What follows belongs to an exercise in optimizing a design on an open flow for small area, a short achievable clock period and few clock cycles per item; a production flow would make more cautious choices.
At most, simulation tests tie the RTL to the original design; equivalence was not proved.
For run 2, only the layout was checked, not whether the RTL still works.

==> flow/config.mk <==
export PLATFORM = sky130hd
export DESIGN_NAME = gf251_interp
export DESIGN_NICKNAME = gf251_interp
export VERILOG_FILES = /design/flow/design.v
export SDC_FILE = /design/flow/constraint.sdc
export NUM_CORES = 4
export LEC_CHECK = 0
export CAP_MARGIN = 20
export CORE_MARGIN = 2
export CORE_UTILIZATION = 55
export CTS_CLUSTER_DIAMETER = 80
export CTS_CLUSTER_SIZE = 24
export PLACE_DENSITY = 0.7
export SLEW_MARGIN = 20
==> flow/constraint.sdc <==
create_clock -name core_clock -period 24.0 [get_ports {clk}]
set_input_delay 4.8000 -clock core_clock [delete_from_list [all_inputs] [get_ports {clk}]]
set_output_delay 4.8000 -clock core_clock [all_outputs]
set_load 0.01 [all_outputs]
==> flow/design.v <==
module gf251_inv (
    input  wire [6:0] a,
    output wire [7:0] inv
);
    localparam [1023:0] TABLE = {
        64'h0000f95364b3c3e4,
        64'h87757684e3f01441,
        64'hc7594c563d2d9946,
        64'h2720a97b47922c22,
        64'h25f31bdd50356eae,
        64'hb06cbd037c961f5b,
        64'hc5b1a36da4adc481,
        64'h6368d3300fe87033,
        64'h04a66bcdea0de582,
        64'hb2ac5a8c40f62944,
        64'hebbf6a61d80631b6,
        64'h67da5f07d060d566,
        64'h519f1a095d1df188,
        64'h83c20c71b90ec0cc,
        64'h43123a1589e21c9d,
        64'h242ac93f547e0100
    };
    assign inv = TABLE[{a, 3'd0} +: 8];
endmodule
module gf251_mul (
    input  wire [8:0]  u,       
    input  wire [7:0]  c,
    input  wire [7:0]  v,
    output wire [11:0] s        
);
    function integer wt(input integer w);
        integer n, t;
        begin
            t = 1;
            for (n = 0; n < w; n = n + 1) t = (2 * t) % 251;
            wt = t;
        end
    endfunction
    function integer kconst(input integer dummy);
        integer j, t;
        begin
            t = 0;
            for (j = 0; j < 8; j = j + 1) t = t + wt(8 + j);
            kconst = (251 - (t % 251)) % 251;
        end
    endfunction
    reg [11:0] acc;
    integer i, j;
    always @(*) begin
        acc = {4'd0, v} + kconst(0);
        for (i = 0; i < 8; i = i + 1)
            for (j = 0; j < 8; j = j + 1)
                acc = acc + ((u[i] & c[j]) ? wt(i + j) : 0);
        for (j = 0; j < 8; j = j + 1)
            acc = acc + ((u[8] & c[j]) ? 0 : wt(8 + j));
    end
    assign s = acc;
endmodule
module gf251_interp (
    input  wire        clk,
    input  wire        rst,
    input  wire        start,
    input  wire [3:0]  k,
    input  wire [63:0] xs,      
    input  wire [63:0] ys,      
    output wire        ready,
    output wire        done,
    output wire [1:0]  err,     
    output wire [63:0] coef     
);
    localparam ST_IDLE = 2'd0;
    localparam ST_RUN  = 2'd1;
    localparam ST_DONE = 2'd2;
    reg [1:0] st;
    reg       rdy_r;
    reg       done_r;
    reg [7:0] x [0:7];
    reg [7:0] a [0:7];
    reg [1:0] err_r;
    reg [2:0] km1;           
    reg       r0v;
    reg       ph;            
    reg [2:0] p;             
    reg [2:0] xb;            
    reg [2:0] kl;            
    reg       r1v;
    reg       r1ph;
    reg [2:0] r1p;
    reg       r1neg;         
    reg [7:0] r1x;           
    reg       s1v;
    reg [2:0] s1d;
    reg [8:0] s1u;
    reg [7:0] s1c;
    reg [7:0] s1w;
    reg        s2v;
    reg [2:0]  s2d;
    reg [11:0] s2s;
    wire start_ok = start && rdy_r;
    wire ld       = (st != ST_RUN);      
    wire k_bad    = (k == 4'd0 || k > 4'd8);
    wire [4:0] sh  = {1'b0, s2s[11:8]};
    wire [9:0] q0  = {2'd0, s2s[7:0]} + {3'd0, sh, 2'd0} + {5'd0, sh};
    wire [9:0] q1  = q0 - 10'd251;
    wire [7:0] res = q1[9] ? q0[7:0] : q1[7:0];
    wire [2:0] p1  = p + 3'd1;
    wire [7:0] xh  = x[p1];
    wire [7:0] xl  = x[xb];
    wire [8:0] d1  = {1'b0, xh} - {1'b0, xl};           
    wire [8:0] d2  = {1'b0, xl} - {1'b0, xh};           
    wire [8:0] e1  = 9'd251 - d1;                       
    wire [8:0] e2  = 9'd251 - d2;
    wire       sgn = d1[8];                             
    wire [7:0] ab  = sgn ? d2[7:0] : d1[7:0];           
    wire       big = ab > 8'd125;
    wire [6:0] fold = !big ? ab[6:0] : (sgn ? e2[6:0] : e1[6:0]);
    wire       dz  = ph ? (xl == 8'd0) : (xh == xl);
    wire [7:0] rinv;
    gf251_inv u_inv (.a(r1x[6:0]), .inv(rinv));
    wire [7:0] c_base = r1ph ? r1x : rinv;
    wire [7:0] c_next = r1neg ? 8'd251 - c_base : c_base;
    wire [2:0] r1p1 = r1p + 3'd1;
    wire [7:0] alo = (s2v && s2d == r1p)  ? res : a[r1p];
    wire [7:0] ahi = (s2v && s2d == r1p1) ? res : a[r1p1];
    wire [8:0] u_next = {1'b0, ahi} - {1'b0, r1ph ? 8'd0 : alo};
    wire [7:0] w_next = r1ph ? alo : 8'd0;
    wire [2:0] d_next = r1ph ? r1p : r1p1;
    wire hazard = s1v && (s1d == r1p || s1d == r1p1);
    wire adv1   = r1v && !hazard;             
    wire adv0   = r0v && (!r1v || adv1);      
    wire [11:0] ps;
    gf251_mul u_mul (.u(s1u), .c(s1c), .v(s1w), .s(ps));
    always @(posedge clk) begin
        if (rst) begin
            st  <= ST_IDLE;
            r0v <= 1'b0;
            r1v <= 1'b0;
            s1v <= 1'b0;
            s2v <= 1'b0;
        end else begin
            s2v <= s1v;
            s1v <= adv1;
            if (adv0) r1v <= 1'b1;
            else if (adv1) r1v <= 1'b0;
            if (ld) begin
                km1 <= k[2:0] - 3'd1;
                ph  <= 1'b0;
                p   <= k[2:0] - 3'd2;
                xb  <= k[2:0] - 3'd2;
                kl  <= k[2:0] - 3'd2;
            end else if (adv0) begin
                if (!ph) begin
                    if (xb != 3'd0) begin
                        p  <= p - 3'd1;
                        xb <= xb - 3'd1;
                    end else if (kl != 3'd0) begin
                        kl <= kl - 3'd1;
                        p  <= km1 - 3'd1;
                        xb <= kl - 3'd1;
                    end else begin
                        ph <= 1'b1;
                        p  <= km1 - 3'd1;
                        xb <= km1 - 3'd1;
                    end
                end else begin
                    if (p != km1 - 3'd1) begin
                        p <= p + 3'd1;
                    end else if (xb != 3'd0) begin
                        xb <= xb - 3'd1;
                        p  <= xb - 3'd1;
                    end else begin
                        r0v <= 1'b0;
                    end
                end
            end
            case (st)
                ST_RUN: if (!r0v && !r1v && !s1v) st <= ST_DONE;
                default: st <= ST_IDLE;
            endcase
            if (start_ok) begin
                if (k_bad) begin
                    st <= ST_DONE;
                end else begin
                    r0v <= (k != 4'd1);
                    st  <= ST_RUN;
                end
            end
        end
    end
    always @(posedge clk) begin
        if (rst) begin
            rdy_r  <= 1'b1;
            done_r <= 1'b0;
        end else begin
            rdy_r  <= start_ok ? k_bad : (st == ST_RUN ? (!r0v && !r1v && !s1v) : 1'b1);
            done_r <= start_ok ? k_bad : (st == ST_RUN && !r0v && !r1v && !s1v);
        end
    end
    integer n;
    always @(posedge clk) begin
        s2d <= s1d;
        s2s <= ps;
        if (adv0) begin
            r1ph  <= ph;
            r1p   <= p;
            r1neg <= ph | (sgn ^ big);
            r1x   <= ph ? xl : {1'b0, fold};
        end
        s1d <= d_next;
        s1u <= u_next;
        s1c <= c_next;
        s1w <= w_next;
        if (adv0 && dz) err_r <= 2'd2;
        for (n = 0; n < 8; n = n + 1)
            if (s2v && s2d == n[2:0]) a[n] <= res;
        if (ld) begin
            for (n = 0; n < 8; n = n + 1) begin
                x[n] <= xs[8*n +: 8];
                a[n] <= (n < k) ? ys[8*n +: 8] : 8'd0;
            end
            err_r <= k_bad ? 2'd1 : 2'd0;
        end
    end
    assign ready = rdy_r;
    assign done  = done_r;
    assign err   = err_r;
    assign coef  = {a[7], a[6], a[5], a[4], a[3], a[2], a[1], a[0]};
endmodule
==> flow/flow/run.sh <==
#!/bin/bash
# The standard layout (the standard.sh, unchanged), with one difference:
# the port buffers that global placement inserts are buf_1 cells instead of
# the delay buffers (clkdlybuf4s50_1) the resizer picks by default.
set -euo pipefail
export BUFFER_PORTS_ARGS="-buffer_cell sky130_fd_sc_hd__buf_1"
bash standard.sh > standard.log 2>&1
==> flow/standard.sh <==
#!/bin/bash
# synth_recipe.tcl (not shown) runs the flow's synth.tcl, then flattens the netlist and writes it again
# the make line also repeats each setting of config.mk as NAME=value (left out here)
make -C /OpenROAD-flow-scripts/flow DESIGN_CONFIG=/design/flow/config.mk WORK_HOME=/design/flow/orfs CLKGATE_MAP_FILE= SYNTH_SCRIPT=/design/flow/synth_recipe.tcl "${@:-finish}"
==> results of run 1 <==
## per-stage QoR
stage                     worst slack (ns)  hold WS, ns
after detailed placement             17.40        0.364
after floorplan                      17.96        0.349
after global placement               17.50        0.359
final                                17.86        0.379
after global routing                 17.50        0.393
after CTS                            17.85        0.377
## per-layer routing
layer | up-vias | part of all wire, %
li1 | 6414 | -
met1 | 6731 | 42
met2 | 694 | 48
met3 | 85 | 7.5
met4 | 2 | 2.4
met5 | - | 0.033
## cells by family (layout without fill, tap and decap cells)
logic type,after synthesis,in the layout,synth area share (%)
AO/OA/AOI/OAI,485,485,20.8
XOR/XNOR,61,61,3.21
adder cells (fa/ha/maj),211,211,20.9
buffers and inverters,305,449,6.93
flip-flops,207,207,34.3
multiplexers,24,24,1.56
other,0,1,0
AND/OR/NAND/NOR,428,428,12.4
## area by class of cell
type / count / share of cell area [%]
clock inverters: 6 / 0.386
repair buffers: 219 / 4.88
clock buffers: 18 / 2.25
inverters: 206 / 4.26
well taps: 390 / 2.69
multi-input cells: 1209 / 54.1
diodes: 1 / 0.0138
flip-flops and latches: 207 / 31.5
## layout by cell type, fill, tap and decap left out, drive strengths merged, types with 7 or more instances in the layout
master / count
o21a: 13
inv: 205
a22oi: 36
a221oi: 23
o211ai: 12
a21o: 54
nand2: 148
a311oi: 7
o21ai: 66
a22o: 23
and2: 44
nor3: 34
mux2i: 18
xor2: 20
a211oi: 37
nand3: 29
nand2b: 30
buf: 219
a21oi: 99
or3: 7
a31oi: 16
fa: 111
nor2b: 16
and3: 12
a222oi: 30
o31ai: 12
nor2: 80
ha: 100
clkbuf: 18
edfxtp: 156
nand3b: 7
xnor2: 41
clkinv: 7
dfxtp: 51
## sequential cells by signal, indices dropped and copies added, names as in the netlist, 8 cells and up
register / count
s1w: 8
s2s: 12
r1x: 8
s1c: 8
s1u: 9
x: 64
a: 64
## path summary, 6_finish.rpt
kind,end,slack [ns]
worst min-delay path,s2d[0],0.38
worst max register to register,s2s[11],17.86
worst max-delay path,s2s[11],17.86
worst min register to register,s2d[0],0.38
## critical path: stages, from the launching register on
cell                       delay, ns
sky130_fd_sc_hd__dfxtp_1        0.44
sky130_fd_sc_hd__inv_1          0.07
sky130_fd_sc_hd__ha_1           0.22
sky130_fd_sc_hd__nand2b_1       0.10
sky130_fd_sc_hd__nand2_1        0.07
sky130_fd_sc_hd__xor2_1         0.23
sky130_fd_sc_hd__fa_1           0.49
sky130_fd_sc_hd__fa_1           0.55
sky130_fd_sc_hd__inv_1          0.06
sky130_fd_sc_hd__fa_1           0.51
sky130_fd_sc_hd__fa_1           0.55
sky130_fd_sc_hd__fa_1           0.55
sky130_fd_sc_hd__inv_1          0.05
sky130_fd_sc_hd__fa_1           0.53
sky130_fd_sc_hd__inv_1          0.07
sky130_fd_sc_hd__fa_1           0.45
sky130_fd_sc_hd__a21oi_1        0.16
sky130_fd_sc_hd__nor2_1         0.05
sky130_fd_sc_hd__nor2_1         0.18
sky130_fd_sc_hd__o21bai_1       0.09
sky130_fd_sc_hd__a21oi_1        0.25
sky130_fd_sc_hd__o21bai_1       0.09
sky130_fd_sc_hd__a21oi_1        0.18
sky130_fd_sc_hd__xnor2_1        0.13
==> load_flow_metrics.sql, run 1 <==
INSERT INTO impl_metrics (metric_group, metric, value, unit) VALUES
('floorplanning', 'floorplan.die_area', '31700', 'µm²'),
('placement', 'placement.io_buffers', '202', ''),
('floorplanning', 'die-height', '178', 'µm'),
('grt', 'met2_usage', '48.5', '%'),
('clock_network', 'cts_repair_resize_count', '0', ''),
('sta', 'slew_headroom', '24.7', '%'),
('sta', 'final_min_period_over_clock_period', '25.6', '%'),
('clock_network', 'cts.clk_slew.worst_paths', '0.09', 'ns'),
('drt', 'antenna_violating_nets_post_route', '0', ''),
('drt', 'detailed_router_iteration_count_before_antenna_repair', '8', ''),
('min_path', 'min_path_type', 'reg2reg', ''),
('final_layout', 'utilization', '61.0', '%'),
('drt', 'avgRoutedWirePerCell', '20.2', 'µm'),
('worst_setup_path', 'cp-end-kind', 'register', ''),
('sta', 'setup_repair_after_global_routing_missed_its_margin', 'false', ''),
('sta', 'setup-tns-final', '0', 'ns'),
('clock_network', 'root_buffer', 'sky130_fd_sc_hd__clkbuf_16', ''),
('synthesis', 'post_synth_net_total', '2067', ''),
('synthesis', 'mean_instance_size_in_the_synthesized_netlist', '9.68', 'µm²'),
('run_status', 'outcome', 'timing/DRC/antenna clean', ''),
('run', 'drv_cap', '0', ''),
('synthesis', 'synth_commonest_cells', 'sky130_fd_sc_hd__inv_1, sky130_fd_sc_hd__edfxtp_1, sky130_fd_sc_hd__nand2_1, sky130_fd_sc_hd__fa_1, sky130_fd_sc_hd__ha_1', ''),
('placement', 'detailed_place.area', '17700', 'µm²'),
('final_layout', 'finalNetCount', '2203', ''),
('clock_network', 'cts_buffer_depth', '3', ''),
('worst_setup_path', 'timing.critical_path.arrival', '6.56', 'ns'),
('floorplanning', 'floorplan.core_area', '29700', 'µm²'),
('final_layout', 'area_delta_synth_final', '8.91', '%'),
('floorplanning', 'std_cell_rows', '63', ''),
('clock_network', 'cts_setup_buffers', '0', ''),
('final_layout', 'fillerInstances', '2578', ''),
('final_layout', 'cell_area_after_layout', '18100', 'µm²'),
('drt', 'totalWireLength', '45700', 'µm'),
('grt', 'grtUsageMet3', '3.96', '%'),
('final_layout', 'fin_cells', '2256', ''),
('worst_setup_path', 'critical_path_launch_point', 's1w[0]', ''),
('sta', 'finalHoldViolations', '0', ''),
('clock_network', 'post_cts_hold_buffer_count', '0', ''),
('floorplanning', 'boundaryPins', '203', ''),
('synthesis', 'ys.warnings.count', '4', ''),
('drt', 'vias', '13926', ''),
('grt', 'grt_usage', '29.2', '%'),
('synthesis', 'yosysTopAreaCellShare', '28.1', '%'),
('grt', 'grt_most_used_layer', 'met2', ''),
('synthesis', 'cell_with_the_most_instances_after_synthesis', 'sky130_fd_sc_hd__inv_1', ''),
('synthesis', 'syn-instance-count', '1721', ''),
('worst_setup_path', 'worstPathMaxFanout', '3', ''),
('synthesis', 'synth_area_leaders', 'sky130_fd_sc_hd__edfxtp_1, sky130_fd_sc_hd__fa_1, sky130_fd_sc_hd__ha_1', ''),
('synthesis', 'synth-async-reset-ratio', '0', '%'),
('synthesis', 'synth.distinct_cells', '76', ''),
('synthesis', 'synth_enable_flop_cells', '156', ''),
('clock_network', 'number_of_levels_the_h_tree_was_split_into', '1', ''),
('synthesis', 'synth.largest_area_cell', 'sky130_fd_sc_hd__edfxtp_1', ''),
('drt', 'initialDrtViolationCount', '1759', ''),
('drt', 'via_per_inst', '6.17', ''),
('worst_setup_path', 'cp_data_required_time', '24.42', 'ns'),
('clock_network', 'clock-sinks', '207', ''),
('worst_setup_path', 'path_class', 'reg2reg', ''),
('sta', 'report.final.setup_viol', '0', ''),
('synthesis', 'syn_area', '16700', 'µm²'),
('worst_setup_path', 'regToRegStartpoint', 's1w[0]', ''),
('grt', 'overflow', '0', ''),
('final_layout', 'seq_area', '5710', 'µm²'),
('synthesis', 'synth_ff_type', 'sky130_fd_sc_hd__edfxtp_1', '');
Testbench counts, summed over its fixed seeds: cycles 13,554, items 384.
==> inputs of run 2 (changes only) <==
--- a/flow/design.v
+++ b/flow/design.v
@@ -73,6 +73,7 @@
     localparam ST_DONE = 2'd2;
     reg [1:0] st;
     reg       rdy_r;
+    reg       fst;           
     reg       done_r;
     reg [7:0] x [0:7];
     reg [7:0] a [0:7];
@@ -103,8 +104,14 @@
     wire [9:0] q0  = {2'd0, s2s[7:0]} + {3'd0, sh, 2'd0} + {5'd0, sh};
     wire [9:0] q1  = q0 - 10'd251;
     wire [7:0] res = q1[9] ? q0[7:0] : q1[7:0];
-    wire [2:0] p1  = p + 3'd1;
-    wire [7:0] xh  = x[p1];
+    wire [7:0] xup [0:7];
+    genvar g;
+    generate
+        for (g = 0; g < 8; g = g + 1) begin : g_xup
+            assign xup[g] = x[(g + 1) % 8];
+        end
+    endgenerate
+    wire [7:0] xh  = xup[p];
     wire [7:0] xl  = x[xb];
     wire [8:0] d1  = {1'b0, xh} - {1'b0, xl};           
     wire [8:0] d2  = {1'b0, xl} - {1'b0, xh};           
@@ -191,7 +198,9 @@
         if (rst) begin
             rdy_r  <= 1'b1;
             done_r <= 1'b0;
+            fst    <= 1'b0;
         end else begin
+            fst    <= start_ok && !k_bad;
             rdy_r  <= start_ok ? k_bad : (st == ST_RUN ? (!r0v && !r1v && !s1v) : 1'b1);
             done_r <= start_ok ? k_bad : (st == ST_RUN && !r0v && !r1v && !s1v);
         end
@@ -211,12 +220,14 @@
         s1c <= c_next;
         s1w <= w_next;
         if (adv0 && dz) err_r <= 2'd2;
-        for (n = 0; n < 8; n = n + 1)
+        for (n = 0; n < 8; n = n + 1) begin
             if (s2v && s2d == n[2:0]) a[n] <= res;
+            if (fst && n[2:0] > km1) a[n] <= 8'd0;
+        end
         if (ld) begin
             for (n = 0; n < 8; n = n + 1) begin
                 x[n] <= xs[8*n +: 8];
-                a[n] <= (n < k) ? ys[8*n +: 8] : 8'd0;
+                a[n] <= ys[8*n +: 8];
             end
             err_r <= k_bad ? 2'd1 : 2'd0;
         end
==> run 2 against run 1 <==
Net effect: via count up 2.7%; sequential share of layout area down 0.75 points; register-to-register slack better by 0.03 ns; critical path depth down 6; design area up 2.8%.
==> load_flow_metrics.sql, run 2 <==
INSERT INTO impl_metrics (metric_group, metric, value, unit) VALUES
('synthesis', 'synth_simple_gate_area_share', '11.5', '%'),
('synthesis', 'synth_compound_area_share', '20.7', '%'),
('clock_network', 'number_of_levels_the_h_tree_was_split_into', '1', ''),
('sta', 'worstMarginPinSlew', '1.02', 'ns'),
('worst_setup_path', 'critical-path-max-stage-delay', '0.81', 'ns'),
('synthesis', 'mean_instance_size_in_the_synthesized_netlist', '9.76', 'µm²'),
('synthesis', 'synth-async-reset-ratio', '0', '%'),
('final_layout', 'cell_area_after_layout', '18600', 'µm²'),
('clock_network', 'cts_tree', 'built', ''),
('worst_setup_path', 'cp_data_required_time', '24.27', 'ns'),
('synthesis', 'post_synth_net_total', '2109', ''),
('floorplanning', 'std_cell_rows', '64', ''),
('clock_network', 'insertion_delay', '0.51', 'ns'),
('drt', 'totalWireLength', '47000', 'µm'),
('sta', 'setup-tns-final', '0', 'ns'),
('synthesis', 'synth_top_family_by_area', 'compound AO/OA/AOI/OAI gates', ''),
('grt', 'grt_pass1_wl', '76400', 'µm'),
('grt', 'met2_usage', '46.6', '%'),
('sta', 'finClkSkew', '0.0291', 'ns'),
('floorplanning', 'boundaryPins', '203', ''),
('clock_network', 'post_cts_hold_buffer_count', '0', ''),
('grt', 'grt_pass1_vias', '13975', ''),
('floorplanning', 'floorplan.initialDensity', '56.0', '%'),
('worst_setup_path', 'rrSetupSlack', '17.89', 'ns'),
('synthesis', 'syn-instance-count', '1761', ''),
('sta', 'finalHoldViolations', '0', ''),
('synthesis', 'synth_area_leaders', 'sky130_fd_sc_hd__edfxtp_1, sky130_fd_sc_hd__fa_1, sky130_fd_sc_hd__ha_1', ''),
('worst_setup_path', 'path_class', 'reg2reg', ''),
('placement', 'finalWeightedCongestion', '0.961', ''),
('placement', 'placement.io_buffers', '202', ''),
('floorplanning', 'floorplan.die_area', '32700', 'µm²'),
('grt', 'grt_most_used_layer', 'met2', ''),
('synthesis', 'synth_ff_type', 'sky130_fd_sc_hd__edfxtp_1', ''),
('final_layout', 'area_delta_synth_final', '8.48', '%'),
('final_layout', 'drive_gt1_share', '5.17', '%'),
('final_layout', 'layout_top_registers', 'a (64), x (64), s2s (12)', ''),
('synthesis', 'synth_enable_flop_cells', '156', ''),
('worst_setup_path', 'worstPathMaxFanout', '17', ''),
('clock_network', 'root_buffer', 'sky130_fd_sc_hd__clkbuf_16', ''),
('drt', 'via_per_inst', '6.24', ''),
('final_layout', 'fillerInstances', '2653', ''),
('worst_setup_path', 'worstPathCellList', 'inv_1 > ha_1 > nor3_1 > nand2_1 > o21a_1 > ha_1 > and2b_1 > o2111ai_2 > a31oi_4 > mux2i_1 > xor2_1 > ha_1 > inv_1 > or2_1 > o41ai_4 > a311oi_1 > a21o_1', ''),
('grt', 'antenna_found_initial', '0', ''),
('sta', 'setup_repair_after_global_routing_missed_its_margin', 'false', ''),
('grt', 'use_met1', '41.0', '%'),
('placement', 'detailedPlacementHpwl', '36000', 'µm'),
('drt', 'vias', '14308', ''),
('synthesis', 'ys.warnings.count', '4', ''),
('synthesis', 'synth.largest_area_cell', 'sky130_fd_sc_hd__edfxtp_1', ''),
('drt', 'antenna_violating_nets_post_route', '0', ''),
('synthesis', 'post_synth_mux_area_share', '3.82', '%'),
('worst_setup_path', 'timing.critical_path.arrival', '6.37', 'ns'),
('grt', 'grt_usage', '28.9', '%'),
('placement', 'dpl.cell_count', '2267', ''),
('synthesis', 'synth-xor-area-share', '3.15', '%'),
('sta', 'report.final.setup_viol', '0', ''),
('run_status', 'outcome', 'timing/DRC/antenna clean', ''),
('grt', 'overflow', '0', ''),
('synthesis', 'synth_commonest_cells', 'sky130_fd_sc_hd__inv_1, sky130_fd_sc_hd__edfxtp_1, sky130_fd_sc_hd__nand2_1, sky130_fd_sc_hd__fa_1, sky130_fd_sc_hd__ha_1', ''),
('synthesis', 'ys_seq_area_share', '33.3', '%'),
('sta', 'total_count_of_max_transition_violations_in_the_final_report', '0', ''),
('sta', 'post-route-min-period', '6.11', 'ns'),
('min_path', 'min_path_type', 'reg2reg', ''),
('final_layout', 'finalNetCount', '2236', ''),
('final_layout', 'layout_commonest_cell', 'sky130_fd_sc_hd__inv_1', ''),
('grt', 'grtUsageMet3', '4.31', '%'),
('synthesis', 'post_synthesis_share_of_cell_area_spent_on_full_adders_half_adders_and_majority_gates', '20.4', '%'),
('final_layout', 'n_antenna_cell', '0', ''),
('clock_network', 'cts_repair_resize_count', '0', ''),
('synthesis', 'synth.distinct_cells', '85', ''),
('floorplanning', 'floorplan.core_area', '30700', 'µm²'),
('sta', 'slew_headroom', '32.1', '%'),
('synthesis', 'syn_area', '17200', 'µm²'),
('final_layout', 'most_used_cells_in_the_layout_excluding_fill_and_tap_cells', 'sky130_fd_sc_hd__inv_1, sky130_fd_sc_hd__buf_1, sky130_fd_sc_hd__edfxtp_1, sky130_fd_sc_hd__nand2_1, sky130_fd_sc_hd__fa_1', ''),
('clock_network', 'cts_setup_buffers', '0', ''),
('worst_setup_path', 'critical_path.slowest_cell', 'sky130_fd_sc_hd__edfxtp_1', ''),
('synthesis', 'ys_seq_elements', '208', ''),
('floorplanning', 'die-height', '181', 'µm'),
('final_layout', 'fin_cells', '2293', ''),
('floorplanning', 'dieWidth', '181', 'µm'),
('sta', 'final_min_period_over_clock_period', '25.4', '%'),
('worst_setup_path', 'timing.critical_path.mode_cell', 'sky130_fd_sc_hd__ha_1', ''),
('worst_setup_path', 'cp-end-kind', 'register', ''),
('drt', 'avgRoutedWirePerCell', '20.5', 'µm'),
('drt', 'detailed_router_iteration_count_before_antenna_repair', '8', ''),
('run', 'drv_cap', '0', ''),
('clock_network', 'cts_buffer_depth', '3', ''),
('clock_network', 'clock-sinks', '208', ''),
('sta', 'timing.fmax', '164', 'MHz'),
('clock_network', 'cts-buffers-inserted', '15', ''),
('grt', 'largest_net_degree_at_the_start_of_global_routing', '75', ''),
('worst_setup_path', 'timing.critical_path.from_type', 'register', ''),
('synthesis', 'cell_with_the_most_instances_after_synthesis', 'sky130_fd_sc_hd__inv_1', ''),
('placement', 'detailed_place.area', '18100', 'µm²'),
('drt', 'initialDrtViolationCount', '1784', ''),
('clock_network', 'cts.clk_slew.worst_paths', '0.09', 'ns'),
('drt', 'post-route-drc-count', '0', ''),
('synthesis', 'yosysTopAreaCellShare', '27.3', '%');
run 2: layout make-up:
class | instances | area (µm²) | share of cell area (%)
clock buffers | 18 | 387 | 2.07
multi-input cells | 1231 | 10200 | 54.9
flip-flops and latches | 208 | 5730 | 30.7
clock inverters | 8 | 106 | 0.570
well taps | 396 | 495 | 2.66
repair buffers | 222 | 906 | 4.86
inverters | 210 | 788 | 4.23
run 2: cell families after synthesis:
kind of cell / after synthesis
compound gates: 493
xor+xnor: 61
fa+ha+maj: 213
buf+inv: 322
flops: 208
mux: 56
simple gates: 408
run 2: per-layer routing:
metal	up-vias	wire, µm
met1	6940	20200
met2	724	21700
met5	-	0
met3	98	4020
met4	0	1110
li1	6546	-
run 2: worst paths after layout:
path                from  endpoint  cells past startpoint
setup reg to reg    p[2]    r1x[4]                     17
hold reg to reg   s1d[0]    s2d[0]                      0
hold / removal    s1d[0]    s2d[0]                      0
setup / recovery    p[2]    r1x[4]                     17
run 2: worst max-delay path, delay by kind of cell (launching register included):
family,cells,cell delay (ns)
mux,1,0.26
fa+ha+maj,3,1.08
simple gates,4,1.40
buf+inv,2,0.36
compound gates,6,1.60
flops,1,0.81
xor+xnor,1,0.33
run 2: stage by stage:
stage	hold WS [ns]	util [%]	worst slack, ns
finish	0.371	60.8	17.89
floorplan	0.349	-	18.16
detailed placement	0.359	59.2	17.85
global placement	0.358	59.2	17.94
global route	0.394	60.8	17.55
CTS	0.374	60.8	18.01
==> inputs of run 3 (changes only) <==
--- a/flow/design.v
+++ b/flow/design.v
@@ -73,7 +73,6 @@
     localparam ST_DONE = 2'd2;
     reg [1:0] st;
     reg       rdy_r;
-    reg       fst;           
     reg       done_r;
     reg [7:0] x [0:7];
     reg [7:0] a [0:7];
@@ -104,14 +103,8 @@
     wire [9:0] q0  = {2'd0, s2s[7:0]} + {3'd0, sh, 2'd0} + {5'd0, sh};
     wire [9:0] q1  = q0 - 10'd251;
     wire [7:0] res = q1[9] ? q0[7:0] : q1[7:0];
-    wire [7:0] xup [0:7];
-    genvar g;
-    generate
-        for (g = 0; g < 8; g = g + 1) begin : g_xup
-            assign xup[g] = x[(g + 1) % 8];
-        end
-    endgenerate
-    wire [7:0] xh  = xup[p];
+    wire [2:0] p1  = p + 3'd1;
+    wire [7:0] xh  = x[p1];
     wire [7:0] xl  = x[xb];
     wire [8:0] d1  = {1'b0, xh} - {1'b0, xl};           
     wire [8:0] d2  = {1'b0, xl} - {1'b0, xh};           
@@ -198,9 +191,7 @@
         if (rst) begin
             rdy_r  <= 1'b1;
             done_r <= 1'b0;
-            fst    <= 1'b0;
         end else begin
-            fst    <= start_ok && !k_bad;
             rdy_r  <= start_ok ? k_bad : (st == ST_RUN ? (!r0v && !r1v && !s1v) : 1'b1);
             done_r <= start_ok ? k_bad : (st == ST_RUN && !r0v && !r1v && !s1v);
         end
@@ -220,14 +211,12 @@
         s1c <= c_next;
         s1w <= w_next;
         if (adv0 && dz) err_r <= 2'd2;
-        for (n = 0; n < 8; n = n + 1) begin
+        for (n = 0; n < 8; n = n + 1)
             if (s2v && s2d == n[2:0]) a[n] <= res;
-            if (fst && n[2:0] > km1) a[n] <= 8'd0;
-        end
         if (ld) begin
             for (n = 0; n < 8; n = n + 1) begin
                 x[n] <= xs[8*n +: 8];
-                a[n] <= ys[8*n +: 8];
+                a[n] <= (n < k) ? ys[8*n +: 8] : 8'd0;
             end
             err_r <= k_bad ? 2'd1 : 2'd0;
         end
==> flow/flow/run.sh (replaced) <==
#!/bin/bash
# The standard layout (the standard.sh, unchanged), with one difference in
# how the ports get their buffers: global placement's own buffer_ports call is
# turned off and ports.tcl, run just before global placement, buffers every
# input with a buf_1 and every output with a buf_4 (instead of the delay
# buffers clkdlybuf4s50_1 the resizer picks by default for both).
set -euo pipefail
export DONT_BUFFER_PORTS=1
export PRE_GLOBAL_PLACE_TCL="$PWD/flow/ports.tcl"
bash standard.sh > standard.log 2>&1
==> flow/flow/ports.tcl (new file) <==
# Buffer every input port with a buf_1 and every output port with a buf_4.
buffer_ports -inputs -buffer_cell sky130_fd_sc_hd__buf_1
buffer_ports -outputs -buffer_cell sky130_fd_sc_hd__buf_4
==> run 3 against run 2 <==
Net effect: still clean; critical path depth grew 6; fmax shrank 0.30%; via count shrank 8.0%; utilization shrank 2.2 points; non-clock buffer count shrank 200; sequential share of layout area grew 2.1 points; critical path type unchanged.
==> load_flow_metrics.sql, run 3 <==
INSERT INTO impl_metrics (metric_group, metric, value, unit) VALUES
('synthesis', 'synth-async-reset-ratio', '0', '%'),
('floorplanning', 'floorplan.die_area', '31700', 'µm²'),
('sta', 'setup_repair_after_global_routing_missed_its_margin', 'false', ''),
('placement', 'pre_cts_ws', '17.70', 'ns'),
('run', 'drv_cap', '0', ''),
('synthesis', 'ys_seq_area_share', '34.3', '%'),
('floorplanning', 'floorplan.core_area', '29700', 'µm²'),
('sta', 'finalHoldViolations', '0', ''),
('worst_setup_path', 'timing.critical_path.arrival', '6.53', 'ns'),
('drt', 'via_per_inst', '6.39', ''),
('floorplanning', 'die-height', '178', 'µm'),
('min_path', 'min_path_type', 'reg2reg', ''),
('clock_network', 'clock-sinks', '207', ''),
('synthesis', 'syn_area', '16700', 'µm²'),
('final_layout', 'fillerInstances', '2544', ''),
('final_layout', 'cell_area_after_layout', '17400', 'µm²'),
('worst_setup_path', 'timing.critical_path.mode_cell', 'sky130_fd_sc_hd__fa_1', ''),
('synthesis', 'ys.warnings.count', '4', ''),
('final_layout', 'drive_gt1_share', '4.37', '%'),
('grt', 'largest_net_degree_at_the_start_of_global_routing', '88', ''),
('grt', 'antenna_found_initial', '1', ''),
('sta', 'finalWorstSetupSlack', '17.88', 'ns'),
('synthesis', 'synth_enable_flop_cells', '156', ''),
('clock_network', 'insertion_delay', '0.52', 'ns'),
('drt', 'avgRoutedWirePerCell', '21.8', 'µm'),
('worst_setup_path', 'worst-path-buf-inv', '4', ''),
('synthesis', 'syn-instance-count', '1721', ''),
('worst_setup_path', 'path_class', 'reg2reg', ''),
('worst_setup_path', 'critical_path.slowest_cell', 'sky130_fd_sc_hd__fa_1', ''),
('synthesis', 'synth_ff_type', 'sky130_fd_sc_hd__edfxtp_1', ''),
('final_layout', 'area_delta_synth_final', '4.54', '%'),
('sta', 'slew_headroom', '34.4', '%'),
('floorplanning', 'boundaryPins', '203', ''),
('clock_network', 'cts.clk_slew.worst_paths', '0.09', 'ns'),
('worst_setup_path', 'timing.critical_path.from_type', 'register', ''),
('placement', 'detailed_place.area', '16900', 'µm²'),
('final_layout', 'most_used_cells_in_the_layout_excluding_fill_and_tap_cells', 'sky130_fd_sc_hd__inv_1, sky130_fd_sc_hd__edfxtp_1, sky130_fd_sc_hd__nand2_1, sky130_fd_sc_hd__fa_1', ''),
('placement', 'placement.io_buffers', '200', ''),
('synthesis', 'synth.largest_area_cell', 'sky130_fd_sc_hd__edfxtp_1', ''),
('worst_setup_path', 'worstPathMaxFanout', '3', ''),
('worst_setup_path', 'cp-end-kind', 'register', ''),
('clock_network', 'cts-buffers-inserted', '15', ''),
('clock_network', 'cts_tree', 'built', ''),
('synthesis', 'synth_area_leaders', 'sky130_fd_sc_hd__edfxtp_1, sky130_fd_sc_hd__fa_1, sky130_fd_sc_hd__ha_1', ''),
('clock_network', 'cts_repair_resize_count', '0', ''),
('clock_network', 'post_cts_hold_buffer_count', '0', ''),
('placement', 'finalWeightedCongestion', '0.950', ''),
('sta', 'final_min_period_over_clock_period', '25.5', '%'),
('synthesis', 'post_synth_net_total', '2067', ''),
('synthesis', 'synth.distinct_cells', '76', ''),
('final_layout', 'layout_top_registers', 'a (64), x (64), s2s (12)', ''),
('sta', 'setup-tns-final', '0', 'ns'),
('sta', 'post-route-min-period', '6.12', 'ns'),
('synthesis', 'synth_commonest_cells', 'sky130_fd_sc_hd__inv_1, sky130_fd_sc_hd__edfxtp_1, sky130_fd_sc_hd__nand2_1, sky130_fd_sc_hd__fa_1, sky130_fd_sc_hd__ha_1', ''),
('floorplanning', 'dieWidth', '178', 'µm'),
('clock_network', 'cts_setup_buffers', '0', ''),
('drt', 'post-route-drc-count', '0', ''),
('grt', 'grt_pass1_wl', '70500', 'µm'),
('drt', 'antenna_violating_nets_post_route', '0', ''),
('grt', 'met2_usage', '46.3', '%'),
('drt', 'initialDrtViolationCount', '1497', ''),
('grt', 'grt_pass1_vias', '12896', ''),
('floorplanning', 'floorplan.initialDensity', '56.0', '%'),
('sta', 'finClkSkew', '0.0537', 'ns'),
('grt', 'grt_usage', '28.5', '%'),
('drt', 'vias', '13169', ''),
('worst_setup_path', 'cpLargestDelayFamily', 'adder cells', ''),
('clock_network', 'cts_buffer_depth', '3', ''),
('drt', 'detailed_router_iteration_count_before_antenna_repair', '8', ''),
('sta', 'total_count_of_max_transition_violations_in_the_final_report', '0', ''),
('floorplanning', 'std_cell_rows', '63', ''),
('final_layout', 'finalNetCount', '2007', ''),
('synthesis', 'yosysTopAreaCellShare', '28.1', '%'),
('worst_setup_path', 'cp_data_required_time', '24.41', 'ns'),
('sta', 'worstMarginPinSlew', '0.980', 'ns'),
('worst_setup_path', 'worstPathCellList', 'inv_1 > ha_1 > nand2b_1 > nand2_1 > xor2_1 > fa_1 > fa_1 > inv_1 > fa_1 > fa_1 > fa_1 > inv_1 > fa_1 > inv_1 > fa_1 > a21oi_1 > nor2_1 > nor2_1 > o21bai_1 > a21oi_1 > o21bai_1 > a21oi_1 > xnor2_1', ''),
('grt', 'use_met1', '38.1', '%'),
('sta', 'timing.fmax', '163', 'MHz'),
('clock_network', 'number_of_levels_the_h_tree_was_split_into', '1', ''),
('drt', 'totalWireLength', '45000', 'µm'),
('synthesis', 'cell_with_the_most_instances_after_synthesis', 'sky130_fd_sc_hd__inv_1', ''),
('run_status', 'outcome', 'timing/DRC/antenna clean', ''),
('grt', 'overflow', '0', ''),
('clock_network', 'root_buffer', 'sky130_fd_sc_hd__clkbuf_16', ''),
('synthesis', 'mean_instance_size_in_the_synthesized_netlist', '9.68', 'µm²'),
('final_layout', 'layout_commonest_cell', 'sky130_fd_sc_hd__inv_1', ''),
('grt', 'grt_most_used_layer', 'met2', ''),
('sta', 'report.final.setup_viol', '0', ''),
('placement', 'detailedPlacementHpwl', '34100', 'µm'),
('synthesis', 'ys_seq_elements', '207', ''),
('grt', 'grtUsageMet3', '6.67', '%'),
('worst_setup_path', 'critical-path-max-stage-delay', '0.55', 'ns');
run 3: cell count changes after synthesis, moves of 10 or more:
cell	previous run	this run
sky130_fd_sc_hd__a221oi_1	33	23
sky130_fd_sc_hd__nand3_1	18	29
sky130_fd_sc_hd__o21ai_0	88	64
sky130_fd_sc_hd__mux2_2	31	5
sky130_fd_sc_hd__a21o_1	11	53
sky130_fd_sc_hd__nor2_1	94	77
sky130_fd_sc_hd__a22o_1	57	23
sky130_fd_sc_hd__nand2_1	128	148
sky130_fd_sc_hd__a211oi_1	18	34
run 3: worst paths after layout:
| path | start | end | slack [ns] | cells past startpoint |
|---|---|---|---|---|
| max | s1w[0] | s2s[11] | 17.88 | 23 |
| min | s1d[0] | s2d[0] | 0.37 | 0 |
| max reg2reg | s1w[0] | s2s[11] | 17.88 | 23 |
| min reg2reg | s1d[0] | s2d[0] | 0.37 | 0 |
run 3: cell type report:
type                       count  area (µm²)  share of cell area, %
clock buffer                  18         387                   2.22
clock inverter                 8        78.8                  0.453
antenna                        1        2.50                 0.0144
inverter                     206         773                   4.44
timing repair buffer          22         163                  0.934
tap                          390         488                   2.80
sequential                   207        5710                   32.8
multi-input combinational   1209        9810                   56.4
run 3: routing by layer:
metal | part of all wire, % | vias to the layer above
met5 | 0 | -
met4 | 2.9 | 0
met3 | 9.5 | 94
met2 | 47 | 647
met1 | 41 | 6412
li1 | - | 6016
run 3: cells by family after synthesis:
family / synth area share [%]
compound gates: 20.8
simple gates: 12.4
buf+inv: 6.93
fa+ha+maj: 20.9
flops: 34.3
xor+xnor: 3.21
mux: 1.56
run 3: per-stage QoR:
step           utilization (%)  std cells  hold WS, ns
2_1_floorplan                -       1721        0.349
3_3_place_gp              57.0       2033        0.359
3_5_place_dp              57.0       2033        0.359
4_1_cts                   58.5       2059        0.372
5_1_grt                   58.6       2060        0.380
6_report                  58.6       2061        0.370
Testbench counts of run 3, summed over its fixed seeds: cycles 13,554, items 384.

==> static timing again, ports no longer ideal <==
In the flow no input, the clock included, has a driving cell. The finished layouts below were timed again as built, in two steps. Step 1: set_driving_cell puts a clkbuf_16 on clk and a buf_2 on each other input, an assumption about the parent block. Step 2, shift: input delay + t, output delay - t, t = (earliest + latest rising clock arrival at the registers) / 2. This alone moves slack from input paths to output paths. Three values: no drivers, after step 1, after step 2; two values: the first two.
| run | t (ns) | setup WS [ns] | worst setup path after step 2 | clock arrival spread, ns | cell pins on the clock port's net |
|---|---|---|---|---|---|
| run 1 | 0.532 | 17.863 / 17.863 / 17.378 | input to register | 0.031 / 0.031 | 1 |
| run 2 | 0.546 | 17.894 / 17.894 / 17.839 | input to register | 0.029 / 0.029 | 1 |
| run 3 | 0.539 | 17.876 / 17.876 / 17.595 | input to register | 0.054 / 0.054 | 1 |
After both steps every run listed still meets setup and hold. The setup slack of run 1, which loses most, moves by 0.000 ns with the drivers and by -0.485 ns with both steps.
